Context: an optimization exercise on an open-source flow, tuned for small area, a short achievable clock period and few clock cycles. The choices shown serve that exercise and are no tape-out recipe. Where RTL was checked, it was by simulation tests only, not by an equivalence proof against the original. For runs 8 and 9, only the layout was checked, not whether the RTL still works. In every run shown here, the design's own scripts or RTL, not TritonCTS, make the clock network. The clock input has no modelled driver; a real chip could not lean on it and would need a root buffer or a full tree. No activity file was given, so power comes from the tool's default toggle rates.

## flow/config.mk

```make
export PLATFORM = sky130hd
export DESIGN_NAME = ep_bitacc
export DESIGN_NICKNAME = ep_bitacc
export VERILOG_FILES = /design/flow/design.v
export SDC_FILE = /design/flow/constraint.sdc
export NUM_CORES = 4
export LEC_CHECK = 0
export CAP_MARGIN = 20
export CORE_MARGIN = 2
export CORE_UTILIZATION = 40
export SETUP_SLACK_MARGIN = 1.8
export SLEW_MARGIN = 20
```

## flow/constraint.sdc

```tcl
create_clock -name core_clock -period 5.5 [get_ports {clk}]
set_input_delay 1.1000 -clock core_clock [delete_from_list [all_inputs] [get_ports {clk}]]
set_output_delay 1.1000 -clock core_clock [all_outputs]
set_load 0.01 [all_outputs]
```

## flow/design.v

```verilog
module ep_bitacc #(
    parameter ERR_W = 8
) (
    input  wire             clk,
    input  wire             rst,           
    input  wire             cmd_valid,
    output wire             cmd_ready,
    input  wire [39:0]      cmd_word,
    output wire             out_valid,
    output wire [7:0]       out_data,
    input  wire             out_ready,
    input  wire             out_err,
    input  wire [ERR_W-1:0] out_err_code,
    output wire             err_flag,
    output wire [ERR_W-1:0] err_code
);
    reg [31:0]      v;           
    reg [7:0]       pb;          
    reg [2:0]       pc;          
    reg [2:0]       pn;          
    reg [2:0]       f;           
    reg [4:0]       kh;          
    reg             first;       
    reg             busy;        
    reg [1:0]       z;           
    reg             err_flag_r;
    wire [1:0]  op    = cmd_word[39:38];
    wire        is_wr = (op == 2'b00);
    wire        is_tr = (op == 2'b10);
    wire [5:0]  w_eff = is_wr ? cmd_word[37:32] : {5'd0, is_tr};
    wire [5:0]  len   = {3'd0, pn} + w_eff;
    wire [5:0]  lm1   = len - 6'd1;
    wire        owes  = is_wr ? (len[5:3] != 3'd0) : (len != 6'd0);
    wire [46:0] vy = {8'd0, v, 7'd0};
    wire [14:0] win = ({15{kh[0]}} & vy[14:0])  | ({15{kh[1]}} & vy[22:8]) |
                      ({15{kh[2]}} & vy[30:16]) | ({15{kh[3]}} & vy[38:24]) |
                      ({15{kh[4]}} & vy[46:32]);
    wire [14:0] wf1 = f[2] ? win[14:4] : win[10:0];
    wire [14:0] wf2 = f[1] ? wf1[10:2] : wf1[8:0];
    wire [7:0]  ext = f[0] ? wf2[8:1]  : wf2[7:0];
    wire [7:0]  tm  = first ? ~(8'hFF >> pc) : 8'h00;
    wire [7:0]  byte_raw = (ext & ~tm) | (pb & tm);
    wire hi_zero = (byte_raw[7:2] == 6'd0);
    wire stuff   = z[1] & hi_zero;
    wire is_zero = hi_zero & (byte_raw[1:0] == 2'd0);
    wire last    = (pn != 3'd0) ? kh[1] : kh[0];
    wire accept  = !busy && cmd_valid && !err_flag_r;
    wire fail    = busy && out_ready && out_err;
    assign cmd_ready = !busy && !rst;
    assign out_valid = busy && !rst;
    assign out_data  = {byte_raw[7:2], byte_raw[1:0] | {2{stuff}}};
    assign err_flag  = err_flag_r;
    assign err_code  = pb;
    always @(posedge clk) begin
        if (accept) begin
            v     <= {cmd_word[31:1], cmd_word[0] | is_tr};
            pb    <= byte_raw;
            pc    <= pn;
            f     <= lm1[2:0];
            kh    <= 5'd1 << lm1[5:3];
            first <= 1'b1;
        end else if (fail) begin
            pb    <= out_err_code;
        end else if (busy && out_ready && !stuff) begin
            first <= 1'b0;
            kh    <= kh >> 1;
        end
    end
    always @(posedge clk) begin
        if (rst) begin
            busy       <= 1'b0;
            pn         <= 3'd0;
            z          <= 2'd0;
            err_flag_r <= 1'b0;
        end else if (busy) begin
            if (out_ready) begin
                if (out_err) begin
                    err_flag_r <= 1'b1;
                    busy       <= 1'b0;
                end else if (stuff) begin
                    z <= 2'd0;
                end else begin
                    z <= {z[0] & is_zero, is_zero};
                    if (last) busy <= 1'b0;
                end
            end
        end else if (accept) begin
            pn   <= is_wr ? len[2:0] : 3'd0;
            busy <= owes;
        end
    end
endmodule
```

## flow/flow/run.sh

```bash
#!/bin/bash
# Standard ORFS layout with two changes: plain buf_1 buffers on the ports
# instead of the delay cells buffer_ports picks by default, and a flat clock
# tree (flow/cts_flat.tcl: four clock buffers on the clock port, each
# driving a quadrant of the registers) in place of TritonCTS's H-tree.
set -euo pipefail
export BUFFER_PORTS_ARGS="-buffer_cell sky130_fd_sc_hd__buf_1"
export PRE_CTS_TCL="$PWD/flow/cts_flat.tcl"
bash standard.sh > standard.log 2>&1
```

## flow/flow/cts_flat.tcl

```tcl
# Clock tree for a small register count: the clock port's net feeds four
# clock buffers, one per quadrant of the registers (around their centroid),
# and each buffer drives the clock pins of its quadrant. Every register
# gets the clock through exactly one buffer, so there is no skew by design.
# Sourced as PRE_CTS_TCL: it replaces clock_tree_synthesis for this step.
proc my_flat_clock {nbuf cell} {
  set block [ord::get_db_block]
  set dbu [$block getDbUnitsPerMicron]
  set sinks {}
  set sx 0.0; set sy 0.0
  foreach it [[$block findNet clk] getITerms] {
    set bb [[$it getInst] getBBox]
    set x [expr {([$bb xMin] + [$bb xMax]) / 2.0 / $dbu}]
    set y [expr {([$bb yMin] + [$bb yMax]) / 2.0 / $dbu}]
    set name "[[$it getInst] getName]/[[$it getMTerm] getName]"
    lappend sinks [list $name $x $y]
    set sx [expr {$sx + $x}]; set sy [expr {$sy + $y}]
  }
  set n [llength $sinks]
  set cx [expr {$sx / $n}]; set cy [expr {$sy / $n}]
  set groups [dict create]
  foreach s $sinks {
    lassign $s name x y
    if {$nbuf == 2} {
      set q [expr {$x < $cx ? 0 : 1}]
    } else {
      set q [expr {($x < $cx ? 0 : 1) + ($y < $cy ? 0 : 2)}]
    }
    dict lappend groups $q $s
  }
  set i 0
  dict for {q members} $groups {
    set pins {}
    set gx 0.0; set gy 0.0
    foreach s $members {
      lassign $s name x y
      set pin [get_pins -quiet $name]
      if {[llength $pin] != 1} { error "clock pin $name not found" }
      lappend pins $pin
      set gx [expr {$gx + $x}]; set gy [expr {$gy + $y}]
    }
    set m [llength $members]
    insert_buffer -buffer_cell $cell -net clk -load_pins $pins \
      -location [list [expr {$gx / $m}] [expr {$gy / $m}]] \
      -buffer_name clkbuf_flat_$i -net_name clknet_flat_$i
    puts "clock buffer $i: $m sinks"
    incr i
  }
  # Keep the buffers: mark the clock nets as clock nets and the buffers and
  # nets as don't-touch, so that timing repair does not remove them.
  set cnet [$block findNet clk]
  $cnet setSigType CLOCK
  foreach it [$cnet getITerms] {
    set inst [$it getInst]
    if {![string match "clkbuf_flat_*" [$inst getName]]} { error "clock port still drives [$inst getName]" }
    $inst setDoNotTouch 1
    foreach oit [$inst getITerms] {
      set onet [$oit getNet]
      if {$onet ne "NULL" && [$oit isOutputSignal]} {
        $onet setSigType CLOCK
        $onet setDoNotTouch 1
      }
    }
  }
}

rename clock_tree_synthesis my_orig_clock_tree_synthesis
proc clock_tree_synthesis {args} {
  my_flat_clock 4 sky130_fd_sc_hd__clkbuf_8
}
```

## flow/standard.sh

```bash
#!/bin/bash
# synth_recipe.tcl (not shown) runs the flow's synth.tcl, then flattens the netlist and writes it again
# the make line also repeats each setting of config.mk as NAME=value (left out here)
make -C /OpenROAD-flow-scripts/flow DESIGN_CONFIG=/design/flow/config.mk WORK_HOME=/design/flow/orfs CLKGATE_MAP_FILE= SYNTH_SCRIPT=/design/flow/synth_recipe.tcl "${@:-finish}"
```

==> results of run 1 <==
==> path summary, 6_finish.rpt <==
kind               from          end  depth (start not counted)
max               kh[0]  out_data[0]                          9
min          err_flag_r   err_flag_r                          2
max reg2reg       kh[0]        kh[3]                         10
min reg2reg  err_flag_r   err_flag_r                          2
==> flip-flops by register name (all words and copies together) (netlist names) <==
signal and count:
busy 1, v 32, pc 3, z 2
kh 5, pb 8, err_flag_r 1, pn 3
first 1, f 3
==> what timing repair did <==
action / in CTS / in global routing
hold endpoints to repair: 0 / 0
pin swaps: 3 / 8
setup endpoints to repair: 7 / 7
setup buffers: 15 / 5
gates cloned: 0 / 0
resized for setup: 4 / 17
==> routing by layer <==
layer	up-vias	global-route usage	routed length (um)
met5	-	0	0
met4	0	0.0270	102
met3	8	0.0155	340
met2	62	0.286	3590
met1	1193	0.239	3420
li1	1282	-	-
==> final cells by class, without the clock buffers <==
type                       count  area (um2)  area share
timing repair buffer          93         445       0.118
inverter                      11        41.3      0.0109
multi-input combinational    212        1420       0.375
sequential                    59        1690       0.448
tap                          102         128      0.0338
==> report_power, final <==
group          total, mW  leakage (nW)  switching, mW  internal, mW
combinational      0.340         0.844          0.194         0.146
sequential         0.583         0.560         0.0404         0.543
clock              0.173        0.0288          0.105        0.0671
total               1.10          1.43          0.340         0.756
==> Yosys cell counts, types with 4 or more instances <==
master | n | area share
a21o_1 | 6 | 0.014
mux2i_1 | 7 | 0.022
dfxtp_1 | 8 | 0.051
nor3_1 | 4 | 0.0063
nand2_1 | 51 | 0.061
nor2_1 | 16 | 0.019
a22oi_1 | 19 | 0.045
edfxtp_1 | 51 | 0.48
ha_1 | 4 | 0.016
nand3_1 | 13 | 0.021
a22o_1 | 5 | 0.014
and2_1 | 4 | 0.0079
nand2b_1 | 4 | 0.0079
xor2_1 | 6 | 0.017
inv_1 | 10 | 0.012
nand4_1 | 5 | 0.0099
clkbuf_1 | 8 | 0.0095
o21ai_0 | 11 | 0.017
a21oi_1 | 13 | 0.021
nor4_1 | 4 | 0.0079
==> placed cells by master (no fill, tap or decap), types with 2 or more instances in the layout <==
cell	instances
and3_1	3
inv_1	10
buf_4	19
or2_1	2
buf_2	2
buf_6	3
buf_1	69
nand2b_1	4
mux2i_1	7
dfxtp_1	8
nand4_1	5
nor2b_1	3
a222oi_1	3
nor3_1	4
o21ai_0	9
a22o_1	5
ha_1	4
nor2_1	15
a22oi_2	5
nand2_1	51
and2_1	4
mux4_2	3
a21oi_1	13
a22oi_1	14
nand3_1	13
o21ai_2	2
nor3b_1	2
nor4_1	3
xor2_1	6
a21o_1	6
clkbuf_8	4
edfxtp_1	51
==> kinds of logic (layout without fill, tap and decap cells) <==
logic type / after synthesis / count (layout) / share of synthesized area
mux: 11 / 11 / 0.0471
simple gates: 118 / 118 / 0.184
compound gates: 71 / 71 / 0.157
xor+xnor: 7 / 7 / 0.0194
buf+inv: 25 / 108 / 0.0352
flops: 59 / 59 / 0.535
fa+ha+maj: 5 / 5 / 0.0222
==> per-stage QoR <==
stage               total power, mW  worst slack [ns]  hold WS [ns]  utilization
floorplan                     0.795              1.96         0.452            -
global placement              0.883              1.59         0.449        0.455
detailed placement            0.886              1.54         0.457        0.455
CTS                            1.04              1.80         0.457        0.478
global route                   1.16              1.47         0.516        0.491
finish                         1.10              1.63         0.471        0.491
==> worst min-delay path, stage by stage, from the launching register on <==
cell and delay, ns:
dfxtp_1 0.33, inv_1 0.05, a21oi_1 0.05
==> results.json, run 1 <==
{
  "status": "no timing/DRC/antenna violations",
  "fin_crit_ns": 3.87,
  "relSlewSlack": 0.448,
  "cap_violations": 0,
  "max_stage_delay_ns": 0.52,
  "vias_per_cell": 5.29,
  "synth-warning-count": 1,
  "routedWlPerCell_um": 15.5,
  "fin_nets": 439,
  "grt_use_total": 0.168,
  "syn_to_final_growth_pct": 19.5,
  "endpoint_kind": "primary output",
  "port-buffer-count": 71,
  "yosysSeqAreaShare": 0.535,
  "antenna_found_initial": 0,
  "ff2ff_setup_slack_ns": 2.32,
  "synth_ff_type": "edfxtp_1",
  "setup_tns_ns": 0,
  "critical_path_arrival_ns": 2.77,
  "fmax_mhz": 259,
  "num_vias": 2545,
  "core_mm2": 0.00769,
  "grt_pass1_wl_mm": 11.8,
  "gp_congestion": 0.903,
  "rsz0062_at_grt": "true",
  "design_area_mm2": 0.00378,
  "p_leak_nw": 1.43,
  "crit_chain": "a22o_1, or2_1, mux4_2, or2_0, a31o_1, nor4_4, nand3_2, nand2_1, buf_2",
  "final-hold-violation-count": 0,
  "grt_max_degree": 28,
  "die_y_um": 92.9,
  "diodes": 0,
  "ios": 72,
  "holdBufCountCts": 0,
  "fin_crit_sh": 0.703,
  "yosysUniqueCellTypes": 53,
  "tightest_slew_ns": 0.828,
  "start_util": 0.411,
  "crit_fanout": 6,
  "firstDrtPassIters": 4,
  "die_area_mm2": 0.00863,
  "syn_area_mm2": 0.00316,
  "crit_required_ns": 4.40,
  "die_w_um": 92.9,
  "drc": 0,
  "critPathLaunchType": "flip-flop",
  "hold_class": "reg2reg",
  "clk_latency_ns": 0.16,
  "wl_mm": 7.46,
  "maxSlewViolCount": 0,
  "grt_pass1_vias": 2411,
  "clkTransAtPathRegs_ns": 0.10,
  "cp_top_family": "simple AND/OR/NAND/NOR gates",
  "async_reset_ff_frac": 0,
  "vdd_drop_max_mv": 0.104,
  "ant_nets": 0,
  "synth_fp_nets": 354,
  "finalClockSkew_ns": 0.0182,
  "instances_no_fill": 481,
  "critPathKind": "reg2out",
  "drt_iter0_drc": 128,
  "rows": 32,
  "overflow": 0,
  "crit_slowest_cell": "edfxtp_1",
  "critPathBufInv": 1,
  "hpwl_mm": 5.47,
  "postPlaceCellArea_mm2": 0.00350,
  "synth_edf_count": 51,
  "ys_seq_elements": 59,
  "powerDensity_mw_per_mm2": 290,
  "synth_area_per_cell_um2": 10.7,
  "setup_viol": 0,
  "dp.cells": 457,
  "nFillCells": 749,
  "synthCells": 296,
  "drive_above_1_share": 0.121
}
Testbench counts, summed over its fixed seeds: cycles 16,983.
==> inputs of run 2 (changes only) <==
--- a/flow/config.mk
+++ b/flow/config.mk
@@ -10,3 +10,3 @@
 export CORE_UTILIZATION = 40
-export SETUP_SLACK_MARGIN = 1.8
+export SETUP_SLACK_MARGIN = 1.0
 export SLEW_MARGIN = 20
==> run 2 against run 1 <==
  * Setup slack got worse by 0.27 ns
  * Combinational power fell by 18%
  * Sequential share of layout area rose by 2.8 points
  * Die area did not move
  * Wire length fell by 4.0%
  * Sequential power rose by 2%
  * Critical path type unchanged
  * Largest cell class unchanged
==> results.json, run 2 <==
{
  "ys_seq_elements": 59,
  "route.met3.wl_um": 305,
  "synth_edf_count": 51,
  "pre_cts_ws_ns": 1.54,
  "final-hold-violation-count": 0,
  "hpwl_mm": 5.47,
  "vdd_drop_max_mv": 0.0965,
  "clk_latency_ns": 0.15,
  "top_register": "v",
  "crit_slowest_cell": "edfxtp_1",
  "clkTransAtPathRegs_ns": 0.10,
  "die_w_um": 92.9,
  "rr_worst_depth": 8,
  "critPathLaunchType": "flip-flop",
  "holdBufCountCts": 0,
  "syn_area_mm2": 0.00316,
  "fin_nets": 419,
  "wl_met2_mm": 3.38,
  "rsz0062_at_grt": "false",
  "ant_nets": 0,
  "async_reset_ff_frac": 0,
  "design_area_mm2": 0.00355,
  "yosysSeqAreaShare": 0.535,
  "setup_viol": 0,
  "top_layer": "met4",
  "maxSlewViolCount": 0,
  "synth_area_per_cell_um2": 10.7,
  "die_y_um": 92.9,
  "crit_chain": "a22o_1, or2_1, mux4_2, or2_0, a31o_1, nor4_4, nand3_2, nand2_1, buf_1",
  "hold_class": "reg2reg",
  "postPlaceCellArea_mm2": 0.00350,
  "setup_tns_ns": 0,
  "status": "no timing/DRC/antenna violations",
  "grt_pass1_wl_mm": 11.6,
  "largest_registers": "v x32, pb x8, kh x5",
  "num_vias": 2464,
  "utilization": 0.462,
  "met1Wirelength_mm": 3.36,
  "drc": 0,
  "final_common_cell": "buf_1",
  "fin_crit_ns": 4.13,
  "ios": 72,
  "start_util": 0.411,
  "gp_congestion": 0.903,
  "routedWlPerCell_um": 15.5,
  "tightest_slew_ns": 0.817,
  "netlist_top_cells_area": "edfxtp_1, nand2_1, dfxtp_1, a22oi_1, mux2i_1",
  "yosys-top-cells-count": "edfxtp_1, nand2_1, a22oi_1",
  "die_area_mm2": 0.00863,
  "cts_resized": 0,
  "overflow": 0,
  "largest_register_ffs": 32,
  "fin_ws_ns": 1.37,
  "grt_use_total": 0.164,
  "fin_crit_sh": 0.751,
  "drt_iter0_drc": 159,
  "crit_required_ns": 4.40,
  "synth-warning-count": 1,
  "drive_above_1_share": 0.0362,
  "yosysUniqueCellTypes": 53,
  "finalClockSkew_ns": 0.0173,
  "firstDrtPassIters": 4,
  "final_cell_mix": "buf_1, nand2_1, edfxtp_1",
  "critPathKind": "reg2out",
  "synthCells": 296,
  "hold_path_depth": 2,
  "rows": 32,
  "crit_fanout": 16,
  "port-buffer-count": 71,
  "wl_mm": 7.16,
  "yosysTopAreaCellShare": 0.485,
  "fmax_mhz": 242,
  "p_leak_nw": 1.32,
  "vias_per_cell": 5.34,
  "core_mm2": 0.00769,
  "synth_fp_nets": 354,
  "critical_path_arrival_ns": 3.03,
  "diodes": 0,
  "grt_pass1_vias": 2323,
  "antenna_found_initial": 0,
  "whs_ns": 0.471,
  "synth_ff_type": "edfxtp_1",
  "grt_max_degree": 28,
  "relSlewSlack": 0.455,
  "syn_to_final_growth_pct": 12.5,
  "cts_setup_buffers": 0,
  "powerDensity_mw_per_mm2": 294,
  "cap_violations": 0,
  "endpoint_kind": "primary output",
  "max_stage_delay_ns": 0.64,
  "yosysTopAreaCell": "edfxtp_1"
}
==> run 2: cell type report, without the clock buffers <==
type                            count  area, um2
Timing Repair Buffer               73        282
Fill cell                         767       4130
Multi-Input combinational cell    212       1360
Sequential cell                    59       1690
Inverter                           11       41.3
Tap cell                          102        128
==> run 2: routing by layer <==
metal	vias to the layer above	track usage
li1	1239	-
met1	1160	0.237
met2	57	0.271
met3	8	0.0163
met4	0	0.0294
met5	-	0
==> run 2: kinds of logic after synthesis <==
family                   count (synthesis)  synth area share
flip-flops                              59             0.535
XOR/XNOR                                 7            0.0194
buffers and inverters                   25            0.0352
AND/OR/NAND/NOR                        118             0.184
multiplexers                            11            0.0471
adder cells (fa/ha/maj)                  5            0.0222
AO/OA/AOI/OAI                           71             0.157
==> run 2: final timing paths <==
path	endpoint	slack, ns	from
min reg2reg	err_flag_r	0.47	err_flag_r
max reg2reg	kh[3]	2.34	kh[2]
min	err_flag_r	0.47	err_flag_r
max	out_data[1]	1.37	kh[2]
==> run 2: worst max-delay path: cells and delay by family, from the launching register on <==
| kind | cells | cell delay (ns) |
|---|---|---|
| buffers and inverters | 1 | 0.15 |
| DFF | 1 | 0.64 |
| AOI/OAI and AO/OA | 2 | 0.58 |
| and+or+nand+nor | 5 | 1.03 |
| muxes | 1 | 0.47 |
==> run 2: per-stage QoR <==
stage / instances / power (mW)
finish: 461 / 1.05
global route: 461 / 1.11
CTS: 461 / 1.02
detailed placement: 457 / 0.886
global placement: 457 / 0.883
floorplan: 296 / 0.795
==> run 2: report_power, final <==
part / switching (mW) / internal, mW / total (mW)
sequential: 0.0516 / 0.543 / 0.594
combinational: 0.167 / 0.112 / 0.279
clock: 0.105 / 0.0671 / 0.172
==> inputs of run 3 (changes only) <==
--- a/flow/flow/cts_flat.tcl
+++ b/flow/flow/cts_flat.tcl
@@ -48,2 +48,4 @@
   }
+  # Tie the new buffers' supply pins to VDD/VSS as the floorplan's rules do.
+  global_connect
   # Keep the buffers: mark the clock nets as clock nets and the buffers and
--- a/flow/config.mk
+++ b/flow/config.mk
@@ -9,4 +9,4 @@
 export CORE_MARGIN = 2
-export CORE_UTILIZATION = 40
-export SETUP_SLACK_MARGIN = 1.0
+export CORE_UTILIZATION = 65
+export SETUP_SLACK_MARGIN = 1.4
 export SLEW_MARGIN = 20
==> run 3 against run 2 <==
  * Critical path type unchanged
  * Sequential share of layout area is 0.53 points lower
  * Clock skew is 0.0053 ns lower
  * Sequential cell count unchanged
  * Highest routed layer unchanged
  * Critical endpoint unchanged
  * Fmax grew 3.8%
  * Clock power shrank 3%
  * Global-route usage is 7.5 points higher
  * Setup slack improved by 0.15 ns
  * Synthesized cell count unchanged
  * Critical path depth grew 1
  * Cell area up 1.1%
  * Sequential power fell by 2%
==> results.json, run 3 <==
{
  "status": "no timing/DRC/antenna violations",
  "holdBufCountCts": 0,
  "critPathBufInv": 2,
  "yosysSeqAreaShare": 0.535,
  "largest_register_ffs": 32,
  "overflow": 0,
  "core_mm2": 0.00469,
  "diodes": 0,
  "yosysTopAreaCell": "edfxtp_1",
  "clkTransAtPathRegs_ns": 0.09,
  "grt_max_degree": 28,
  "hold_end": "err_flag_r",
  "powerDensity_mw_per_mm2": 296,
  "ys_seq_elements": 59,
  "port-buffer-count": 71,
  "synthCells": 296,
  "syn_area_mm2": 0.00316,
  "p_int_uw": 737,
  "vdd_drop_max_mv": 0.263,
  "firstDrtPassIters": 5,
  "fin_crit_sh": 0.724,
  "drc": 0,
  "cp-startpoint": "kh[2]",
  "crit_slowest_cell": "mux4_2",
  "setup_tns_ns": 0,
  "power_frac_seq": 0.546,
  "postPlaceCellArea_mm2": 0.00343,
  "fin_ws_ns": 1.52,
  "utilization": 0.766,
  "synth-warning-count": 1,
  "grt_pass1_vias": 2257,
  "power.switching_uw": 327,
  "grt_use_total": 0.239,
  "rsz0062_at_grt": "false",
  "clk_latency_ns": 0.15,
  "gp_congestion": 0.984,
  "power_mw": 1.06,
  "wl_mm": 6.94,
  "combPwrFrac": 0.297,
  "largest_registers": "v x32, pb x8, kh x5",
  "setup_viol": 0,
  "synth_ff_type": "edfxtp_1",
  "hold_class": "reg2reg",
  "synth_fp_nets": 354,
  "crit_fanout": 5,
  "die_area_mm2": 0.00544,
  "yosysUniqueCellTypes": 53,
  "relSlewSlack": 0.442,
  "syn_to_final_growth_pct": 13.7,
  "start_util": 0.674,
  "rr_worst_depth": 10,
  "hold_path_depth": 2,
  "synth_area_per_cell_um2": 10.7,
  "p_leak_nw": 1.39,
  "cap_violations": 0,
  "design_area_mm2": 0.00359,
  "rows": 25,
  "finalClockSkew_ns": 0.0120,
  "fmax_mhz": 251,
  "cp_top_family": "simple AND/OR/NAND/NOR gates",
  "ff2ff_setup_slack_ns": 2.35,
  "fin_nets": 433,
  "drive_above_1_share": 0.0751,
  "hpwl_mm": 5.06,
  "pwr-share-clk": 0.157,
  "routedWlPerCell_um": 16.2,
  "fin_crit_ns": 3.98,
  "r2r-end": "kh[2]",
  "r2r_start": "kh[2]",
  "final_common_cell": "buf_1",
  "critPathLaunchType": "flip-flop",
  "ios": 72,
  "netlist_top_cells_area": "edfxtp_1, nand2_1, dfxtp_1, a22oi_1, mux2i_1",
  "maxSlewViolCount": 0,
  "pre_cts_ws_ns": 1.55,
  "drt_iter0_drc": 239,
  "die_y_um": 73.7,
  "critPathKind": "reg2out",
  "grt_pass1_wl_mm": 10.2,
  "crit_chain": "buf_4, a22o_1, or2_1, mux4_2, or2_0, a31o_1, nor4_4, nand3_2, nand2_1, buf_1",
  "vias_per_cell": 6.14,
  "num_vias": 2622,
  "yosys-top-cells-count": "edfxtp_1, nand2_1, a22oi_1",
  "die_w_um": 73.7,
  "min_from": "err_flag_r",
  "final-hold-violation-count": 0,
  "critical_path_arrival_ns": 2.88,
  "synth_edf_count": 51,
  "async_reset_ff_frac": 0,
  "max_stage_delay_ns": 0.48,
  "final_cell_mix": "buf_1, nand2_1, edfxtp_1",
  "endpoint_kind": "primary output",
  "tightest_slew_ns": 0.837,
  "yosysTopAreaCellShare": 0.485,
  "crit_required_ns": 4.40,
  "antenna_found_initial": 0,
  "switching_share": 0.307,
  "ant_nets": 0,
  "top_register": "v"
}
-- run 3: how the worst max path moves through the flow --
stage | endpoint | slack [ns] | cells after the start
floorplan | out_data[0] | 1.96 | 9
global placement | out_data[0] | 1.66 | 9
detailed placement | out_data[1] | 1.55 | 9
CTS | kh[1] | 1.55 | 12
global route | out_data[1] | 1.38 | 10
finish | out_data[1] | 1.52 | 10
-- run 3: worst min-delay path: stages, from the launching register on --
cell and delay [ns]:
dfxtp_1 0.33, inv_1 0.05, a21oi_1 0.05
-- run 3: cell type report, without the clock buffers --
cell class | count | area (um2)
multi-input cells | 212 | 1360
fillers | 353 | 1100
flip-flops and latches | 59 | 1690
inverters | 11 | 41.3
well taps | 54 | 67.6
repair buffers | 87 | 379
-- run 3: per-stage QoR --
stage / hold WS [ns] / std cells
3_3_place_gp: 0.447 / 408
6_report: 0.470 / 427
5_1_grt: 0.495 / 427
2_1_floorplan: 0.452 / 296
3_5_place_dp: 0.455 / 408
4_1_cts: 0.455 / 412
-- run 3: cell families (layout without fill, tap and decap cells) --
family	after synthesis	in the layout	share of synthesized area
mux	11	11	0.0471
xor+xnor	7	7	0.0194
flops	59	59	0.535
buf+inv	25	102	0.0352
fa+ha+maj	5	5	0.0222
simple gates	118	118	0.184
compound gates	71	71	0.157
-- run 3: routing by layer --
metal,track usage,share of wire
met4,0.0424,0.017
met5,0,0
met1,0.331,0.42
met3,0.0165,0.080
met2,0.418,0.48
-- run 3: timing repair --
| item | in CTS | in global routing |
|---|---|---|
| resized for setup | 0 | 2 |
| endpoints found under the hold margin | 0 | 0 |
| setup buffers | 0 | 15 |
| endpoints found under the setup margin | 0 | 3 |
-- run 3: power by group through the flow --
stage	clock network (mW)	registers, mW	logic [mW]
5_1_grt	0.181	0.585	0.347
3_3_place_gp	0	0.600	0.271
6_report	0.167	0.581	0.316
4_1_cts	0.130	0.602	0.279
3_5_place_dp	0	0.602	0.278
2_1_floorplan	0	0.575	0.220
==> inputs of run 4 (changes only) <==
--- a/flow/config.mk
+++ b/flow/config.mk
@@ -10,3 +10,3 @@
 export CORE_UTILIZATION = 65
-export SETUP_SLACK_MARGIN = 1.4
+export SETUP_SLACK_MARGIN = 1.2
 export SLEW_MARGIN = 20
==> run 4 against run 3 <==
  * Sequential cell count unchanged
  * Synthesized cell count unchanged
  * Final cell count decreased by 3.0%
  * Register-to-register slack got worse by 0.02 ns
  * Critical path type unchanged
  * Critical endpoint unchanged
  * Largest cell class unchanged
==> results.json, run 4 <==
{
  "synth_fp_nets": 354,
  "core_mm2": 0.00469,
  "drc": 0,
  "ios": 72,
  "setup_viol": 0,
  "cts_resized": 0,
  "die_w_um": 73.7,
  "syn_area_mm2": 0.00316,
  "power.switching_uw": 320,
  "async_reset_ff_frac": 0,
  "port-buffer-count": 71,
  "fin_crit_ns": 4.12,
  "ant_nets": 0,
  "overflow": 0,
  "crit_required_ns": 4.40,
  "powerDensity_mw_per_mm2": 298,
  "use_met3": 0.0165,
  "grt_pass1_vias": 2257,
  "endpoint_kind": "primary output",
  "ff2ff_setup_slack_ns": 2.33,
  "routedWlPerCell_um": 16.1,
  "hold_path_depth": 2,
  "critical_path_arrival_ns": 3.02,
  "yosysUniqueCellTypes": 53,
  "finalClockSkew_ns": 0.0120,
  "holdBufCountCts": 0,
  "grt_use_met2": 0.418,
  "num_vias": 2516,
  "synth_area_per_cell_um2": 10.7,
  "synth_ff_type": "edfxtp_1",
  "pwr-share-clk": 0.160,
  "crit_fanout": 16,
  "synth_edf_count": 51,
  "multiInputGateArea_mm2": 0.00136,
  "largest_register_ffs": 32,
  "p_leak_nw": 1.33,
  "setup_tns_ns": 0,
  "largest_registers": "v x32, pb x8, kh x5",
  "antenna_found_initial": 0,
  "power_frac_seq": 0.563,
  "grt_pass1_wl_mm": 10.2,
  "yosys-top-cells-count": "edfxtp_1, nand2_1, a22oi_1",
  "rsz0062_at_grt": "false",
  "clkTransAtPathRegs_ns": 0.09,
  "top_register": "v",
  "fin_nets": 420,
  "whs_ns": 0.470,
  "yosysTopAreaCellShare": 0.485,
  "final-hold-violation-count": 0,
  "grt_max_degree": 28,
  "switching_share": 0.307,
  "fin_crit_sh": 0.748,
  "met1_usage": 0.331,
  "cts_setup_buffers": 0,
  "maxSlewViolCount": 0,
  "wl_mm": 6.68,
  "gp_congestion": 0.984,
  "synthCells": 296,
  "power_mw": 1.04,
  "hpwl_mm": 5.06,
  "p_int_uw": 724,
  "yosysTopAreaCell": "edfxtp_1",
  "vias_per_cell": 6.08,
  "rows": 25,
  "vdd_drop_max_mv": 0.277,
  "drive_above_1_share": 0.0389,
  "final_cell_mix": "buf_1, nand2_1, edfxtp_1",
  "relSlewSlack": 0.437,
  "syn_to_final_growth_pct": 10.8,
  "hold_class": "reg2reg",
  "cap_violations": 0,
  "netlist_top_cells_area": "edfxtp_1, nand2_1, dfxtp_1, a22oi_1, mux2i_1",
  "die_y_um": 73.7,
  "critPathLaunchType": "flip-flop",
  "tightest_slew_ns": 0.843,
  "combPwrFrac": 0.277,
  "grt.busiest_layer": "met2",
  "firstDrtPassIters": 5,
  "diodes": 0,
  "final_common_cell": "buf_1",
  "rr_worst_depth": 8,
  "ys_seq_elements": 59,
  "nFillCells": 370,
  "grt_use_total": 0.239,
  "regArea_mm2": 0.00169,
  "yosysSeqAreaShare": 0.535,
  "die_area_mm2": 0.00544,
  "drt_iter0_drc": 248,
  "synth-warning-count": 1,
  "start_util": 0.674,
  "fmax_mhz": 243,
  "critPathKind": "reg2out",
  "status": "no timing/DRC/antenna violations",
  "clk_latency_ns": 0.15
}
run 4: power by group through the flow:
stage | logic [mW] | clock network [mW] | registers [mW]
floorplan | 0.220 | 0 | 0.575
global placement | 0.271 | 0 | 0.600
detailed placement | 0.278 | 0 | 0.602
CTS | 0.279 | 0.130 | 0.602
global route | 0.319 | 0.180 | 0.594
finish | 0.289 | 0.167 | 0.588
run 4: final timing paths:
| kind | end | start |
|---|---|---|
| worst max-delay path | out_data[1] | kh[2] |
| worst min-delay path | err_flag_r | err_flag_r |
| worst max register to register | kh[2] | kh[2] |
| worst min register to register | err_flag_r | err_flag_r |
run 4: cell type report, without the clock buffers:
| cell class | count | share of cell area |
|---|---|---|
| inverter | 11 | 0.0118 |
| multi-input combinational | 212 | 0.388 |
| sequential | 59 | 0.483 |
| tap | 54 | 0.0193 |
| timing repair buffer | 74 | 0.0825 |
run 4: through the flow:
stage | cells | utilization | area [um2] | setup WS [ns]
floorplan | 296 | - | 3160 | 1.96
global placement | 408 | 0.731 | 3430 | 1.66
detailed placement | 408 | 0.731 | 3430 | 1.55
CTS | 412 | 0.743 | 3490 | 1.55
global route | 414 | 0.746 | 3500 | 1.22
finish | 414 | 0.746 | 3500 | 1.38
run 4: logic make-up (layout without fill, tap and decap cells):
family                   count (synthesis)  count (layout)  share of synthesized area
XOR/XNOR                                 7               7                     0.0194
AND/OR/NAND/NOR                        118             118                      0.184
flip-flops                              59              59                      0.535
adder cells (fa/ha/maj)                  5               5                     0.0222
AO/OA/AOI/OAI                           71              71                      0.157
buffers and inverters                   25              89                     0.0352
multiplexers                            11              11                     0.0471
run 4: per-layer routing:
layer | up-vias | wire length (um)
met5 | - | 0
met2 | 106 | 3210
li1 | 1243 | -
met1 | 1157 | 2980
met4 | 0 | 122
met3 | 10 | 363
run 4: critical path, cell delays in order, from the launching register on:
cell      delay (ns)
edfxtp_1        0.63
a22o_1          0.32
or2_1           0.25
mux4_2          0.48
or2_0           0.21
a31o_1          0.27
nor4_4          0.30
nand3_2         0.17
nand2_1         0.09
buf_1           0.15
==> inputs of run 5 (changes only) <==
--- a/flow/config.mk
+++ b/flow/config.mk
@@ -7,6 +7,7 @@
 export LEC_CHECK = 0
+export ABC_CLOCK_PERIOD_IN_PS = 8000
 export CAP_MARGIN = 20
 export CORE_MARGIN = 2
-export CORE_UTILIZATION = 65
-export SETUP_SLACK_MARGIN = 1.2
+export CORE_UTILIZATION = 40
+export SETUP_SLACK_MARGIN = 1.4
 export SLEW_MARGIN = 20
==> run 5 against run 4 <==
  * Combinational power up 11%
  * Largest cell class unchanged
  * Core utilization is 27 points lower
  * Sequential share of layout area decreased by 2.3 points
  * Still clean on timing, DRC and antenna
  * Register-to-register slack improved by 0.10 ns
  * Sequential power is 1% lower
  * Clock power increased by 3%
  * Clock skew is 0.0068 ns higher
==> results.json, run 5 <==
{
  "ys_seq_elements": 59,
  "crit_fanout": 8,
  "die_y_um": 92.9,
  "critical_path_arrival_ns": 2.81,
  "hold_class": "reg2reg",
  "setup_tns_ns": 0,
  "syn_area_mm2": 0.00316,
  "cp-startpoint": "kh[3]",
  "maxSlewViolCount": 0,
  "power_mw": 1.07,
  "fin_crit_ns": 3.91,
  "synthCells": 296,
  "num_vias": 2549,
  "final_cell_mix": "buf_1, nand2_1, edfxtp_1",
  "endpoint_kind": "primary output",
  "yosysSeqAreaShare": 0.535,
  "core_mm2": 0.00769,
  "cap_violations": 0,
  "synth-warning-count": 1,
  "syn_to_final_growth_pct": 16.4,
  "yosysTopAreaCell": "edfxtp_1",
  "setup.worst_path.end": "out_data[0]",
  "ios": 72,
  "drt_iter0_drc": 149,
  "top_register": "v",
  "r2r-end": "kh[3]",
  "setup_viol": 0,
  "relSlewSlack": 0.461,
  "drive_above_1_share": 0.0775,
  "routedWlPerCell_um": 15.6,
  "wl_mm": 7.41,
  "synth_fp_nets": 354,
  "vias_per_cell": 5.36,
  "clkTransAtPathRegs_ns": 0.10,
  "finalClockSkew_ns": 0.0188,
  "fmax_mhz": 256,
  "p_leak_nw": 1.40,
  "gp_congestion": 0.903,
  "yosys-top-cells-count": "edfxtp_1, nand2_1, a22oi_1",
  "largest_register_ffs": 32,
  "largest_registers": "v x32, pb x8, kh x5",
  "holdBufCountCts": 0,
  "grt_pass1_wl_mm": 11.6,
  "start_util": 0.411,
  "powerDensity_mw_per_mm2": 292,
  "yosysUniqueCellTypes": 53,
  "yosysTopAreaCellShare": 0.485,
  "tightest_slew_ns": 0.808,
  "diodes": 0,
  "antenna_found_initial": 0,
  "die_w_um": 92.9,
  "vdd_drop_max_mv": 0.108,
  "async_reset_ff_frac": 0,
  "grt_pass1_vias": 2323,
  "synth_area_per_cell_um2": 10.7,
  "final_common_cell": "buf_1",
  "synth_edf_count": 51,
  "grt_max_degree": 28,
  "drc": 0,
  "netlist_top_cells_area": "edfxtp_1, nand2_1, dfxtp_1, a22oi_1, mux2i_1",
  "final-hold-violation-count": 0,
  "synth_ff_type": "edfxtp_1",
  "nFillCells": 760,
  "rsz0062_at_grt": "true",
  "critPathLaunchType": "flip-flop",
  "grt_use_total": 0.164,
  "status": "no timing/DRC/antenna violations",
  "fin_nets": 434,
  "r2r_start": "kh[3]",
  "fin_crit_sh": 0.711,
  "firstDrtPassIters": 4,
  "rows": 32,
  "clk_latency_ns": 0.16,
  "overflow": 0,
  "crit_required_ns": 4.40,
  "ant_nets": 0,
  "die_area_mm2": 0.00863,
  "hold_path_depth": 2,
  "hpwl_mm": 5.47,
  "critPathKind": "reg2out",
  "rr_worst_depth": 11,
  "port-buffer-count": 71,
  "ff2ff_setup_slack_ns": 2.43
}
-- run 5: area by class of cell, without the clock buffers --
class                   instances  area [um2]  area share
repair buffers                 88         404       0.110
well taps                     102         128      0.0347
flip-flops and latches         59        1690       0.460
multi-input cells             212        1360       0.370
inverters                      11        41.3      0.0112
-- run 5: stage by stage --
step | hold WS [ns] | util | instances | setup slack [ns] | cell area [um2]
final | 0.471 | 0.479 | 476 | 1.59 | 3680
after global routing | 0.516 | 0.479 | 476 | 1.35 | 3680
after CTS | 0.457 | 0.462 | 461 | 1.53 | 3550
after detailed placement | 0.457 | 0.455 | 457 | 1.54 | 3500
after global placement | 0.449 | 0.455 | 457 | 1.59 | 3500
after floorplan | 0.452 | - | 296 | 1.96 | 3160
-- run 5: logic make-up (layout without fill, tap and decap cells) --
family,count (synthesis),after routing,synth area share
AO/OA/AOI/OAI,71,71,0.157
XOR/XNOR,7,7,0.0194
adder cells (fa/ha/maj),5,5,0.0222
buffers and inverters,25,103,0.0352
flip-flops,59,59,0.535
multiplexers,11,11,0.0471
AND/OR/NAND/NOR,118,118,0.184
-- run 5: worst max-delay path, stage by stage (launching register included) --
cell	delay, ns
edfxtp_1	0.50
clkbuf_2	0.21
clkbuf_4	0.20
a222oi_1	0.30
nand2_1	0.09
o22ai_1	0.28
nor4b_1	0.10
a211oi_1	0.39
and2_1	0.23
nand3_2	0.12
nand2_1	0.09
buf_1	0.15
-- run 5: routing by layer --
layer	vias up	track usage	share of wire	routed length (um)
met3	10	0.0163	0.046	340
li1	1270	-	-	-
met2	65	0.271	0.47	3520
met4	0	0.0294	0.017	129
met1	1204	0.237	0.46	3420
met5	-	0	0	0
-- run 5: where the power goes --
group          internal (mW)  switching, mW  leakage (nW)
Sequential             0.543         0.0383         0.560
Combinational          0.132          0.188         0.807
Clock                 0.0671          0.105        0.0288
Total                  0.741          0.331          1.40
-- run 5: what timing repair did --
action,CTS,global route
setup buffers,0,15
gates resized for setup,0,2
setup endpoints to repair,0,3
hold endpoints to repair,0,0
-- run 5: worst min-delay path by stage --
stage	startpoint	endpoint	slack [ns]
3_3_place_gp	err_flag_r	err_flag_r	0.45
4_1_cts	err_flag_r	err_flag_r	0.46
2_1_floorplan	z[0]	z[1]	0.45
3_5_place_dp	err_flag_r	err_flag_r	0.46
6_report	err_flag_r	err_flag_r	0.47
5_1_grt	z[0]	z[0]	0.52
==> inputs of run 6 (changes only) <==
--- a/flow/config.mk
+++ b/flow/config.mk
@@ -7,3 +7,3 @@
 export LEC_CHECK = 0
-export ABC_CLOCK_PERIOD_IN_PS = 8000
+export ABC_CLOCK_PERIOD_IN_PS = 3500
 export CAP_MARGIN = 20
==> run 6 against run 5 <==
  * Combinational power is essentially flat
  * Final cell count unchanged
  * First-iteration DRC count is the same
  * Clock skew is the same
  * Critical path depth stayed put
  * Largest cell class unchanged
  * Power is the same
  * Cell area unchanged
  * Sequential power barely moved
  * Still clean on timing, DRC and antenna
  * Setup slack unchanged
  * Sequential cell count stayed put
  * Wire length did not move
==> results.json, run 6 <==
{
  "wl_mm": 7.41,
  "grt_max_degree": 28,
  "yosysTopAreaCellShare": 0.485,
  "overflow": 0,
  "critPathKind": "reg2out",
  "synth_fp_nets": 354,
  "critPathLaunchType": "flip-flop",
  "utilization": 0.479,
  "use_met3": 0.0163,
  "gp_congestion": 0.903,
  "regArea_mm2": 0.00169,
  "clk_latency_ns": 0.16,
  "multiInputGateArea_mm2": 0.00136,
  "grt_use_met2": 0.271,
  "cp-startpoint": "kh[3]",
  "grt_pass1_vias": 2323,
  "rr_worst_depth": 11,
  "num_vias": 2549,
  "critPathBufInv": 3,
  "endpoint_kind": "primary output",
  "syn_to_final_growth_pct": 16.4,
  "cp_top_family": "compound AO/OA/AOI/OAI gates",
  "fin_crit_sh": 0.711,
  "hpwl_mm": 5.47,
  "hold_class": "reg2reg",
  "met1_usage": 0.237,
  "fin_ws_ns": 1.59,
  "largest_register_ffs": 32,
  "pre_cts_ws_ns": 1.54,
  "port-buffer-count": 71,
  "drt_iter0_drc": 149,
  "ios": 72,
  "final_common_cell": "buf_1",
  "status": "no timing/DRC/antenna violations",
  "final_cell_mix": "buf_1, nand2_1, edfxtp_1",
  "setup_tns_ns": 0,
  "yosysUniqueCellTypes": 53,
  "cap_violations": 0,
  "async_reset_ff_frac": 0,
  "diodes": 0,
  "rows": 32,
  "yosysSeqAreaShare": 0.535,
  "maxSlewViolCount": 0,
  "core_mm2": 0.00769,
  "crit_chain": "clkbuf_2, clkbuf_4, a222oi_1, nand2_1, o22ai_1, nor4b_1, a211oi_1, and2_1, nand3_2, nand2_1, buf_1",
  "routedWlPerCell_um": 15.6,
  "yosysTopAreaCell": "edfxtp_1",
  "ff2ff_setup_slack_ns": 2.43,
  "fin_nets": 434,
  "synth_area_per_cell_um2": 10.7,
  "crit_path_frequent_cell": "nand2_1",
  "rsz0062_at_grt": "true",
  "die_w_um": 92.9,
  "synth_ff_type": "edfxtp_1",
  "powerDensity_mw_per_mm2": 292,
  "die_y_um": 92.9,
  "r2r-end": "kh[3]",
  "vdd_drop_max_mv": 0.108,
  "drive_above_1_share": 0.0775,
  "grt_pass1_wl_mm": 11.6,
  "grt_use_total": 0.164,
  "synth_edf_count": 51,
  "vias_per_cell": 5.36,
  "hold_path_depth": 2,
  "holdBufCountCts": 0,
  "p_leak_nw": 1.40,
  "crit_required_ns": 4.40,
  "clkTransAtPathRegs_ns": 0.10,
  "tightest_slew_ns": 0.808,
  "fin_crit_ns": 3.91,
  "synthCells": 296,
  "start_util": 0.411,
  "ys_seq_elements": 59,
  "ant_nets": 0,
  "die_area_mm2": 0.00863,
  "critical_path_arrival_ns": 2.81,
  "max_stage_delay_ns": 0.50,
  "final-hold-violation-count": 0,
  "netlist_top_cells_area": "edfxtp_1, nand2_1, dfxtp_1, a22oi_1, mux2i_1",
  "min_from": "err_flag_r",
  "grt.busiest_layer": "met2",
  "r2r_start": "kh[3]",
  "nFillCells": 760,
  "top_register": "v",
  "antenna_found_initial": 0,
  "largest_registers": "v x32, pb x8, kh x5",
  "drc": 0,
  "fmax_mhz": 256,
  "crit_fanout": 8,
  "yosys-top-cells-count": "edfxtp_1, nand2_1, a22oi_1",
  "finalClockSkew_ns": 0.0188,
  "firstDrtPassIters": 4,
  "setup_viol": 0,
  "synth-warning-count": 1,
  "crit_slowest_cell": "edfxtp_1",
  "syn_area_mm2": 0.00316,
  "hold_end": "err_flag_r",
  "relSlewSlack": 0.461
}
-- run 6: cell counts after synthesis --
No cell type changed its count.
-- run 6: how the worst max path moves through the flow --
stage / slack, ns / cells past startpoint / to
5_1_grt: 1.35 / 11 / out_data[0]
3_5_place_dp: 1.54 / 9 / out_data[0]
2_1_floorplan: 1.96 / 9 / out_data[0]
6_report: 1.59 / 11 / out_data[0]
4_1_cts: 1.53 / 9 / out_data[0]
3_3_place_gp: 1.59 / 9 / out_data[1]
-- run 6: through the flow --
step | total power, mW | hold WS (ns) | area, um2 | instances
floorplan | 0.795 | 0.452 | 3160 | 296
global placement | 0.883 | 0.449 | 3500 | 457
detailed placement | 0.886 | 0.457 | 3500 | 457
CTS | 1.02 | 0.457 | 3550 | 461
global route | 1.14 | 0.516 | 3680 | 476
finish | 1.07 | 0.471 | 3680 | 476
-- run 6: power breakdown --
| group | switching (mW) | internal, mW |
|---|---|---|
| logic | 0.188 | 0.132 |
| clock network | 0.105 | 0.0671 |
| registers | 0.0383 | 0.543 |
-- run 6: repair_timing --
action / CTS / global route
endpoints found under the hold margin: 0 / 0
endpoints found under the setup margin: 0 / 3
setup buffers: 0 / 15
resized for setup: 0 / 2
-- run 6: kinds of logic after synthesis --
group           synth area share
mux                       0.0471
xor+xnor                  0.0194
simple gates               0.184
flops                      0.535
buf+inv                   0.0352
compound gates             0.157
fa+ha+maj                 0.0222
-- run 6: worst reg2reg max path, cell delays in order (launching register included) --
cell and delay (ns):
edfxtp_1 0.50, clkbuf_2 0.21, clkbuf_4 0.20, a222oi_1 0.31, nand2_1 0.09, o22ai_1 0.28
nor4b_1 0.10, a211oi_1 0.39, and2_1 0.23, nand3_2 0.12, buf_4 0.17, a21o_1 0.23
-- run 6: final cells by class, without the clock buffers --
type | count | area share
Sequential cell | 59 | 0.460
Tap cell | 102 | 0.0347
Multi-Input combinational cell | 212 | 0.370
Timing Repair Buffer | 88 | 0.110
Inverter | 11 | 0.0112
-- run 6: metal layers --
| layer | routed length [um] | vias to the layer above |
|---|---|---|
| met3 | 340 | 10 |
| met1 | 3420 | 1204 |
| met4 | 129 | 0 |
| met2 | 3520 | 65 |
| met5 | 0 | - |
| li1 | - | 1270 |
==> inputs of run 7 (changes only) <==
--- a/flow/config.mk
+++ b/flow/config.mk
@@ -7,3 +7,2 @@
 export LEC_CHECK = 0
-export ABC_CLOCK_PERIOD_IN_PS = 3500
 export CAP_MARGIN = 20
==> run 7 against run 6 <==
  * Still clean
  * Area after synthesis did not move
  * Final cell count did not move
  * Clock skew did not move
  * Register-to-register slack barely moved
  * Synthesized cell count did not move
  * Fmax did not move
  * Critical path depth did not move
  * Clock power barely moved
  * Hold slack did not move
  * Via count did not move
==> results.json, run 7 <==
{
  "vdd_drop_max_mv": 0.108,
  "die_y_um": 92.9,
  "ios": 72,
  "synth_xor_xnor_area_share": 0.0194,
  "finalClockSkew_ns": 0.0188,
  "fmax_mhz": 256,
  "ff2ff_setup_slack_ns": 2.43,
  "synth_top_family_by_area": "simple AND/OR/NAND/NOR gates",
  "rows": 32,
  "final-hold-violation-count": 0,
  "num_vias": 2549,
  "crit_fanout": 8,
  "fin_nets": 434,
  "cap_violations": 0,
  "gp_congestion": 0.903,
  "diodes": 0,
  "synthCells": 296,
  "route.met3.wl_um": 340,
  "holdBufCountCts": 0,
  "endpoint_kind": "primary output",
  "die_area_mm2": 0.00863,
  "overflow": 0,
  "firstDrtPassIters": 4,
  "r2r-end": "kh[3]",
  "top_layer": "met4",
  "routedWlPerCell_um": 15.6,
  "synth_edf_count": 51,
  "ys_seq_elements": 59,
  "antenna_found_initial": 0,
  "fin_crit_ns": 3.91,
  "yosysUniqueCellTypes": 53,
  "drive_above_1_share": 0.0775,
  "p_leak_nw": 1.40,
  "core_mm2": 0.00769,
  "clk_latency_ns": 0.16,
  "async_reset_ff_frac": 0,
  "r2r_start": "kh[3]",
  "synth_fa_ha_area_frac": 0.0222,
  "grt_max_degree": 28,
  "max_stage_delay_ns": 0.50,
  "yosysTopAreaCellShare": 0.485,
  "hold_end": "err_flag_r",
  "grt_pass1_wl_mm": 11.6,
  "largest_register_ffs": 32,
  "hpwl_mm": 5.47,
  "rsz0062_at_grt": "true",
  "fin_crit_sh": 0.711,
  "largest_registers": "v x32, pb x8, kh x5",
  "drt_iter0_drc": 149,
  "vias_per_cell": 5.36,
  "pre_cts_ws_ns": 1.54,
  "start_util": 0.411,
  "yosysTopAreaCell": "edfxtp_1",
  "synthMuxAreaShare": 0.0471,
  "critPathLaunchType": "flip-flop",
  "power_mw": 1.07,
  "final_common_cell": "buf_1",
  "top_register": "v",
  "maxSlewViolCount": 0,
  "min_from": "err_flag_r",
  "yosysSeqAreaShare": 0.535,
  "critical_path_arrival_ns": 2.81,
  "crit_required_ns": 4.40,
  "critPathBufInv": 3,
  "final_cell_mix": "buf_1, nand2_1, edfxtp_1",
  "setup_viol": 0,
  "cp_top_family": "compound AO/OA/AOI/OAI gates",
  "port-buffer-count": 71,
  "setup_tns_ns": 0,
  "met1Wirelength_mm": 3.42,
  "syn_to_final_growth_pct": 16.4,
  "synth-warning-count": 1,
  "grt_use_total": 0.164,
  "crit_chain": "clkbuf_2, clkbuf_4, a222oi_1, nand2_1, o22ai_1, nor4b_1, a211oi_1, and2_1, nand3_2, nand2_1, buf_1",
  "drc": 0,
  "critPathKind": "reg2out",
  "grt_pass1_vias": 2323,
  "fin_ws_ns": 1.59,
  "synth_area_per_cell_um2": 10.7,
  "crit_path_frequent_cell": "nand2_1",
  "synth_fp_nets": 354,
  "powerDensity_mw_per_mm2": 292,
  "crit_slowest_cell": "edfxtp_1",
  "hold_path_depth": 2,
  "status": "no timing/DRC/antenna violations",
  "wl_met2_mm": 3.52,
  "relSlewSlack": 0.461,
  "ant_nets": 0,
  "die_w_um": 92.9,
  "rr_worst_depth": 11,
  "whs_ns": 0.471,
  "synthSimpleGateAreaFrac": 0.184,
  "yosys-top-cells-count": "edfxtp_1, nand2_1, a22oi_1",
  "synth_ff_type": "edfxtp_1",
  "syn_area_mm2": 0.00316,
  "tightest_slew_ns": 0.808,
  "netlist_top_cells_area": "edfxtp_1, nand2_1, dfxtp_1, a22oi_1, mux2i_1",
  "synth_compound_area_frac": 0.157,
  "hold_class": "reg2reg",
  "wl_mm": 7.41,
  "clkTransAtPathRegs_ns": 0.10
}
-- run 7: cell counts after synthesis --
No cell type changed its count.
-- run 7: report_power, final --
| group | switching [mW] | internal, mW | total (mW) |
|---|---|---|---|
| Combinational | 0.188 | 0.132 | 0.320 |
| Clock | 0.105 | 0.0671 | 0.172 |
| Sequential | 0.0383 | 0.543 | 0.581 |
| Total | 0.331 | 0.741 | 1.07 |
-- run 7: cell type report, without the clock buffers --
class | count | area (um2)
inverters | 11 | 41.3
repair buffers | 88 | 404
fillers | 760 | 4010
flip-flops and latches | 59 | 1690
well taps | 102 | 128
multi-input cells | 212 | 1360
-- run 7: tightest hold or removal path: cells and delay by family, from the launching register on --
kind,cells,cell delay (ns)
flip-flops,1,0.33
buffers and inverters,1,0.05
AO/OA/AOI/OAI,1,0.05
-- run 7: worst max-delay path by stage --
| stage | endpoint | from | cells after the start |
|---|---|---|---|
| 6_report | out_data[0] | kh[3] | 11 |
| 4_1_cts | out_data[0] | kh[1] | 9 |
| 5_1_grt | out_data[0] | kh[3] | 11 |
| 3_3_place_gp | out_data[1] | kh[1] | 9 |
| 3_5_place_dp | out_data[0] | kh[2] | 9 |
| 2_1_floorplan | out_data[0] | kh[2] | 9 |
-- run 7: per-layer routing --
layer / global-route usage / vias to the layer above
met2: 0.271 / 65
li1: - / 1270
met1: 0.237 / 1204
met4: 0.0294 / 0
met5: 0 / -
met3: 0.0163 / 10
-- run 7: cell families after synthesis --
group                      Yosys count
and+or+nand+nor                    118
AOI/OAI and AO/OA                   71
DFF                                 59
buffers and inverters               25
muxes                               11
xor gates and xnor gates             7
adders and majority gates            5
-- run 7: what timing repair did --
action	4_1_cts	5_1_grt
gates resized for setup	0	2
endpoints found under the setup margin	0	3
setup buffers	0	15
-- run 7: through the flow --
| step | utilization | std cells | instance area, um2 |
|---|---|---|---|
| final | 0.479 | 476 | 3680 |
| after detailed placement | 0.455 | 457 | 3500 |
| after global placement | 0.455 | 457 | 3500 |
| after CTS | 0.462 | 461 | 3550 |
| after global routing | 0.479 | 476 | 3680 |
| after floorplan | - | 296 | 3160 |
==> inputs of run 8 (changes only) <==
--- a/flow/design.v
+++ b/flow/design.v
@@ -20,3 +20,3 @@
     reg [2:0]       pn;          
-    reg [2:0]       f;           
+    reg [7:0]       fh;          
     reg [4:0]       kh;          
@@ -37,5 +37,9 @@
                       ({15{kh[4]}} & vy[46:32]);
-    wire [14:0] wf1 = f[2] ? win[14:4] : win[10:0];
-    wire [14:0] wf2 = f[1] ? wf1[10:2] : wf1[8:0];
-    wire [7:0]  ext = f[0] ? wf2[8:1]  : wf2[7:0];
+    reg  [7:0]  ext;
+    integer j;
+    always @* begin
+        ext = 8'd0;
+        for (j = 0; j < 8; j = j + 1)
+            ext = ext | ({8{fh[j]}} & win[j +: 8]);
+    end
     wire [7:0]  tm  = first ? ~(8'hFF >> pc) : 8'h00;
@@ -58,3 +62,3 @@
             pc    <= pn;
-            f     <= lm1[2:0];
+            fh    <= 8'd1 << lm1[2:0];
             kh    <= 5'd1 << lm1[5:3];
==> run 8 against run 7 <==
  * Clock power is 3% higher
  * Fmax is 0.12% lower
  * Still clean
  * Final cell count is 3.6% higher
  * Sequential cell count is 5 higher
  * Synthesized cell count is 7.8% higher
  * Setup slack worse by 0.0047 ns
  * Area after synthesis is 8.7% higher
  * Wire length is 17% higher
  * Via count is 12% higher
  * Sequential share of layout area is 1.5 points higher
  * Global-route usage is 2.0 points higher
  * Power is 2.4% higher
==> results.json, run 8 <==
{
  "status": "no timing/DRC/antenna violations",
  "cp-startpoint": "kh[0]",
  "min_from": "z[0]",
  "rows": 33,
  "fin_crit_sh": 0.712,
  "async_reset_ff_frac": 0,
  "crit_required_ns": 4.40,
  "grt_pass1_vias": 2749,
  "top_register": "v",
  "ff2ff_setup_slack_ns": 2.53,
  "antenna_found_initial": 0,
  "die_area_mm2": 0.00935,
  "ys_seq_elements": 64,
  "yosys-top-cells-count": "edfxtp_1, nand2_1, o21ai_0",
  "drt_iter0_drc": 193,
  "firstDrtPassIters": 4,
  "grt_use_total": 0.183,
  "port-buffer-count": 71,
  "synth-warning-count": 1,
  "largest_register_ffs": 32,
  "critPathLaunchType": "flip-flop",
  "drc": 0,
  "finalClockSkew_ns": 0.0249,
  "start_util": 0.416,
  "yosysTopAreaCell": "edfxtp_1",
  "r2r_start": "kh[0]",
  "crit_fanout": 10,
  "diodes": 0,
  "regArea_mm2": 0.00184,
  "die_y_um": 96.7,
  "fmax_mhz": 255,
  "yosysSeqAreaShare": 0.536,
  "maxSlewViolCount": 0,
  "overflow": 0,
  "yosysUniqueCellTypes": 50,
  "vias_per_cell": 5.78,
  "largest_registers": "v x32, fh x8, pb x8",
  "ant_nets": 0,
  "endpoint_kind": "primary output",
  "syn_area_mm2": 0.00344,
  "synth_area_per_cell_um2": 10.8,
  "critPathKind": "reg2out",
  "tightest_slew_ns": 0.873,
  "instances_no_fill": 493,
  "cts_resized": 0,
  "cts_setup_buffers": 0,
  "final_cell_mix": "buf_1, edfxtp_1, nand2_1",
  "hold_class": "reg2reg",
  "relSlewSlack": 0.417,
  "ios": 72,
  "hpwl_mm": 6.41,
  "setup_viol": 0,
  "wl_mm": 8.65,
  "nFillCells": 804,
  "synth_fp_nets": 376,
  "final_common_cell": "buf_1",
  "die_w_um": 96.7,
  "synth_edf_count": 56,
  "grt_pass1_wl_mm": 14.4,
  "fin_nets": 447,
  "num_vias": 2848,
  "core_mm2": 0.00826,
  "synth_ff_type": "edfxtp_1",
  "grt_max_degree": 55,
  "gp_congestion": 0.974,
  "cap_violations": 0,
  "critical_path_arrival_ns": 2.82,
  "drive_above_1_share": 0.0412,
  "final-hold-violation-count": 0,
  "netlist_top_cells_area": "edfxtp_1, a22o_1, nand2_1, o21ai_0, dfxtp_1",
  "multiInputGateArea_mm2": 0.00152,
  "holdBufCountCts": 0,
  "powerDensity_mw_per_mm2": 283,
  "synthCells": 319,
  "dp.cells": 482,
  "yosysTopAreaCellShare": 0.489,
  "synth_most_common_cell": "edfxtp_1",
  "fin_crit_ns": 3.92,
  "routedWlPerCell_um": 17.5,
  "clkTransAtPathRegs_ns": 0.11,
  "vdd_drop_max_mv": 0.123,
  "syn_to_final_growth_pct": 12.8,
  "clk_latency_ns": 0.16,
  "rsz0062_at_grt": "false",
  "p_leak_nw": 1.38,
  "setup_tns_ns": 0
}
==> run 8: kinds of logic (layout without fill, tap and decap cells) <==
family / after synthesis / count (layout) / share of synthesized area
flops: 64 / 64 / 0.536
buf+inv: 16 / 85 / 0.0229
compound gates: 121 / 121 / 0.256
simple gates: 108 / 108 / 0.153
xor+xnor: 5 / 5 / 0.0127
mux: 1 / 1 / 0.00291
fa+ha+maj: 4 / 4 / 0.0167
==> run 8: area by class of cell, without the clock buffers <==
| class | count | area share |
|---|---|---|
| sequential | 64 | 0.475 |
| multi-input combinational | 239 | 0.391 |
| timing repair buffer | 78 | 0.0823 |
| tap | 105 | 0.0339 |
| inverter | 3 | 0.00323 |
==> run 8: where the power goes <==
group	leakage [nW]	switching [mW]	internal [mW]
logic	0.740	0.175	0.115
registers	0.611	0.0446	0.586
clock network	0.0288	0.111	0.0673
total	1.38	0.330	0.769
==> run 8: layer usage <==
metal | up-vias | track usage | wire (um)
met5 | - | 0 | 0
met4 | 0 | 0.0249 | 148
met3 | 11 | 0.0166 | 490
met2 | 118 | 0.290 | 3890
met1 | 1336 | 0.282 | 4120
li1 | 1383 | - | -
==> run 8: stage by stage <==
stage / utilization / instance area (um2) / hold slack [ns] / power, mW / worst slack (ns)
after global placement: 0.456 / 3770 / 0.444 / 0.916 / 1.66
final: 0.469 / 3880 / 0.466 / 1.10 / 1.58
after global routing: 0.469 / 3880 / 0.496 / 1.16 / 1.43
after CTS: 0.463 / 3820 / 0.457 / 1.06 / 1.58
after floorplan: - / 3440 / 0.432 / 0.829 / 2.10
after detailed placement: 0.456 / 3770 / 0.457 / 0.919 / 1.58
==> run 8: critical path: stages, from the launching register on <==
cell      delay (ns)
edfxtp_1        0.58
a22o_1          0.31
or2_1           0.26
a221o_1         0.36
o32a_4          0.38
nor4_4          0.33
nand3_2         0.18
nand2_1         0.10
buf_1           0.15
==> run 8: path summary, 6_finish.rpt <==
path | endpoint | depth (start not counted)
setup / recovery | out_data[1] | 8
hold / removal | z[0] | 2
setup reg to reg | kh[3] | 7
hold reg to reg | z[0] | 2
==> inputs of run 9 (changes only) <==
--- a/flow/design.v
+++ b/flow/design.v
@@ -20,3 +20,3 @@
     reg [2:0]       pn;          
-    reg [7:0]       fh;          
+    reg [2:0]       f;           
     reg [4:0]       kh;          
@@ -24,2 +24,4 @@
     reg             busy;        
+    reg             chk;         
+    reg             stuff;       
     reg [1:0]       z;           
@@ -37,9 +39,5 @@
                       ({15{kh[4]}} & vy[46:32]);
-    reg  [7:0]  ext;
-    integer j;
-    always @* begin
-        ext = 8'd0;
-        for (j = 0; j < 8; j = j + 1)
-            ext = ext | ({8{fh[j]}} & win[j +: 8]);
-    end
+    wire [14:0] wf1 = f[2] ? win[14:4] : win[10:0];
+    wire [14:0] wf2 = f[1] ? wf1[10:2] : wf1[8:0];
+    wire [7:0]  ext = f[0] ? wf2[8:1]  : wf2[7:0];
     wire [7:0]  tm  = first ? ~(8'hFF >> pc) : 8'h00;
@@ -47,3 +45,2 @@
     wire hi_zero = (byte_raw[7:2] == 6'd0);
-    wire stuff   = z[1] & hi_zero;
     wire is_zero = hi_zero & (byte_raw[1:0] == 2'd0);
@@ -51,5 +48,6 @@
     wire accept  = !busy && cmd_valid && !err_flag_r;
-    wire fail    = busy && out_ready && out_err;
+    wire offer   = busy && !chk;
+    wire fail    = offer && out_ready && out_err;
     assign cmd_ready = !busy && !rst;
-    assign out_valid = busy && !rst;
+    assign out_valid = offer && !rst;
     assign out_data  = {byte_raw[7:2], byte_raw[1:0] | {2{stuff}}};
@@ -62,3 +60,3 @@
             pc    <= pn;
-            fh    <= 8'd1 << lm1[2:0];
+            f     <= lm1[2:0];
             kh    <= 5'd1 << lm1[5:3];
@@ -67,3 +65,3 @@
             pb    <= out_err_code;
-        end else if (busy && out_ready && !stuff) begin
+        end else if (offer && out_ready && !stuff) begin
             first <= 1'b0;
@@ -79,3 +77,6 @@
         end else if (busy) begin
-            if (out_ready) begin
+            if (chk) begin
+                chk   <= 1'b0;
+                stuff <= hi_zero;
+            end else if (out_ready) begin
                 if (out_err) begin
@@ -84,5 +85,7 @@
                 end else if (stuff) begin
-                    z <= 2'd0;
+                    z     <= 2'd0;
+                    stuff <= 1'b0;
                 end else begin
-                    z <= {z[0] & is_zero, is_zero};
+                    z     <= {z[0] & is_zero, is_zero};
+                    chk   <= z[0] & is_zero;
                     if (last) busy <= 1'b0;
@@ -91,4 +94,6 @@
         end else if (accept) begin
-            pn   <= is_wr ? len[2:0] : 3'd0;
-            busy <= owes;
+            pn    <= is_wr ? len[2:0] : 3'd0;
+            busy  <= owes;
+            chk   <= z[1];
+            stuff <= 1'b0;
         end
==> run 9 against run 8 <==
  * Clock skew down 0.0068 ns
  * Critical path depth down 1
  * Global-route usage down 1.6 points
  * Fmax up 4.7%
  * Sequential power down 5.5%
  * Final cell count down 0.81%
  * Cell area down 2.6%
  * Critical endpoint is now out_data[4]
  * Largest cell class unchanged
==> results.json, run 9 <==
{
  "status": "no timing/DRC/antenna violations",
  "maxSlewViolCount": 0,
  "yosysUniqueCellTypes": 63,
  "met1Wirelength_mm": 3.55,
  "critical_path_arrival_ns": 2.64,
  "async_reset_ff_frac": 0,
  "hold_class": "reg2reg",
  "relSlewSlack": 0.556,
  "critPathLaunchType": "flip-flop",
  "synth_fp_nets": 381,
  "fin_crit_sh": 0.680,
  "critPathKind": "reg2out",
  "rows": 33,
  "syn_to_final_growth_pct": 9.71,
  "ff2ff_setup_slack_ns": 2.75,
  "route.met3.wl_um": 464,
  "ys_seq_elements": 61,
  "final_common_cell": "buf_1",
  "nFillCells": 824,
  "holdBufCountCts": 0,
  "vias_per_cell": 5.70,
  "gp_congestion": 0.873,
  "clkTransAtPathRegs_ns": 0.09,
  "top_register": "v",
  "grt_use_total": 0.167,
  "power_mw": 1.03,
  "cts_resized": 0,
  "synth-warning-count": 1,
  "p_leak_nw": 1.29,
  "core_mm2": 0.00826,
  "die_y_um": 96.7,
  "instances_no_fill": 489,
  "drt_iter0_drc": 223,
  "setup_viol": 0,
  "synthCells": 322,
  "grt_pass1_wl_mm": 13.4,
  "final_cell_mix": "buf_1, edfxtp_1, nand2_1",
  "synth_area_per_cell_um2": 10.7,
  "wl_met2_mm": 3.84,
  "final-hold-violation-count": 0,
  "yosysTopAreaCellShare": 0.463,
  "yosysTopAreaCell": "edfxtp_1",
  "regArea_mm2": 0.00175,
  "syn_area_mm2": 0.00344,
  "hpwl_mm": 5.96,
  "crit_fanout": 17,
  "wl_mm": 8.04,
  "overflow": 0,
  "rsz0062_at_grt": "false",
  "routedWlPerCell_um": 16.4,
  "finalClockSkew_ns": 0.0181,
  "num_vias": 2787,
  "start_util": 0.417,
  "tightest_slew_ns": 0.666,
  "synth_ff_type": "edfxtp_1",
  "fin_crit_ns": 3.74,
  "multiInputGateArea_mm2": 0.00151,
  "cts_setup_buffers": 0,
  "grt_max_degree": 30,
  "diodes": 0,
  "crit_required_ns": 4.40,
  "ios": 72,
  "port-buffer-count": 71,
  "powerDensity_mw_per_mm2": 273,
  "largest_registers": "v x32, pb x8, kh x5",
  "clk_latency_ns": 0.16,
  "fin_nets": 445,
  "top_layer": "met4",
  "yosysSeqAreaShare": 0.509,
  "netlist_top_cells_area": "edfxtp_1, nand2_1, dfxtp_1, a22oi_1, nand3_1",
  "endpoint_kind": "primary output",
  "ant_nets": 0,
  "antenna_found_initial": 0,
  "fmax_mhz": 267,
  "vdd_drop_max_mv": 0.160,
  "die_area_mm2": 0.00936,
  "synth_most_common_cell": "edfxtp_1",
  "cap_violations": 0,
  "grt_pass1_vias": 2722,
  "setup_tns_ns": 0,
  "die_w_um": 96.7,
  "synth_edf_count": 53,
  "largest_register_ffs": 32,
  "firstDrtPassIters": 6,
  "dp.cells": 485,
  "drc": 0,
  "drive_above_1_share": 0.0651,
  "yosys-top-cells-count": "edfxtp_1, nand2_1, nand3_1"
}
run 9: cell types whose count changed in the layout (fill, tap and decap cells not counted), sizes merged, moves of 9 or more:
cell / change
a22o: -26
a22oi: +13
and2: +9
inv: +10
nand3: +25
o21ai: -27
run 9: worst paths after layout:
kind / from / endpoint / depth (start not counted)
setup / recovery: kh[1] / out_data[4] / 7
hold / removal: z[1] / z[1] / 2
setup reg to reg: kh[1] / chk / 7
hold reg to reg: z[1] / z[1] / 2
run 9: cell families after synthesis:
family                   synth area share
AND/OR/NAND/NOR                     0.209
AO/OA/AOI/OAI                       0.170
flip-flops                          0.509
buffers and inverters              0.0531
XOR/XNOR                           0.0153
adder cells (fa/ha/maj)            0.0240
multiplexers                       0.0193
run 9: power by group:
part           switching [mW]  leakage [nW]  internal, mW
Combinational           0.156         0.680         0.103
Clock                   0.109        0.0288        0.0673
Sequential             0.0435         0.578         0.552
Total                   0.309          1.29         0.723
run 9: final cells by class, without the clock buffers:
class	count	area share
timing repair buffer	73	0.0746
multi-input combinational	233	0.399
inverter	13	0.0129
tap	105	0.0348
sequential	61	0.464
run 9: metrics by stage:
stage | instance area [um2] | util | setup WS (ns) | hold WS [ns]
global route | 3770 | 0.457 | 1.49 | 0.480
floorplan | 3440 | - | 2.19 | 0.436
CTS | 3770 | 0.457 | 1.74 | 0.452
finish | 3770 | 0.457 | 1.76 | 0.468
detailed placement | 3720 | 0.450 | 1.76 | 0.452
global placement | 3720 | 0.450 | 1.84 | 0.446
run 9: routing by layer:
| layer | vias up | global-route usage |
|---|---|---|
| li1 | 1344 | - |
| met1 | 1317 | 0.229 |
| met2 | 107 | 0.286 |
| met3 | 19 | 0.0188 |
| met4 | 0 | 0.0368 |
| met5 | - | 0 |
run 9: worst max-delay path, stage by stage (launching register included):
cell	delay (ns)
edfxtp_1	0.79
a22oi_1	0.25
and2_1	0.22
mux4_2	0.49
a221oi_1	0.40
nor2_1	0.11
inv_1	0.08
buf_1	0.15
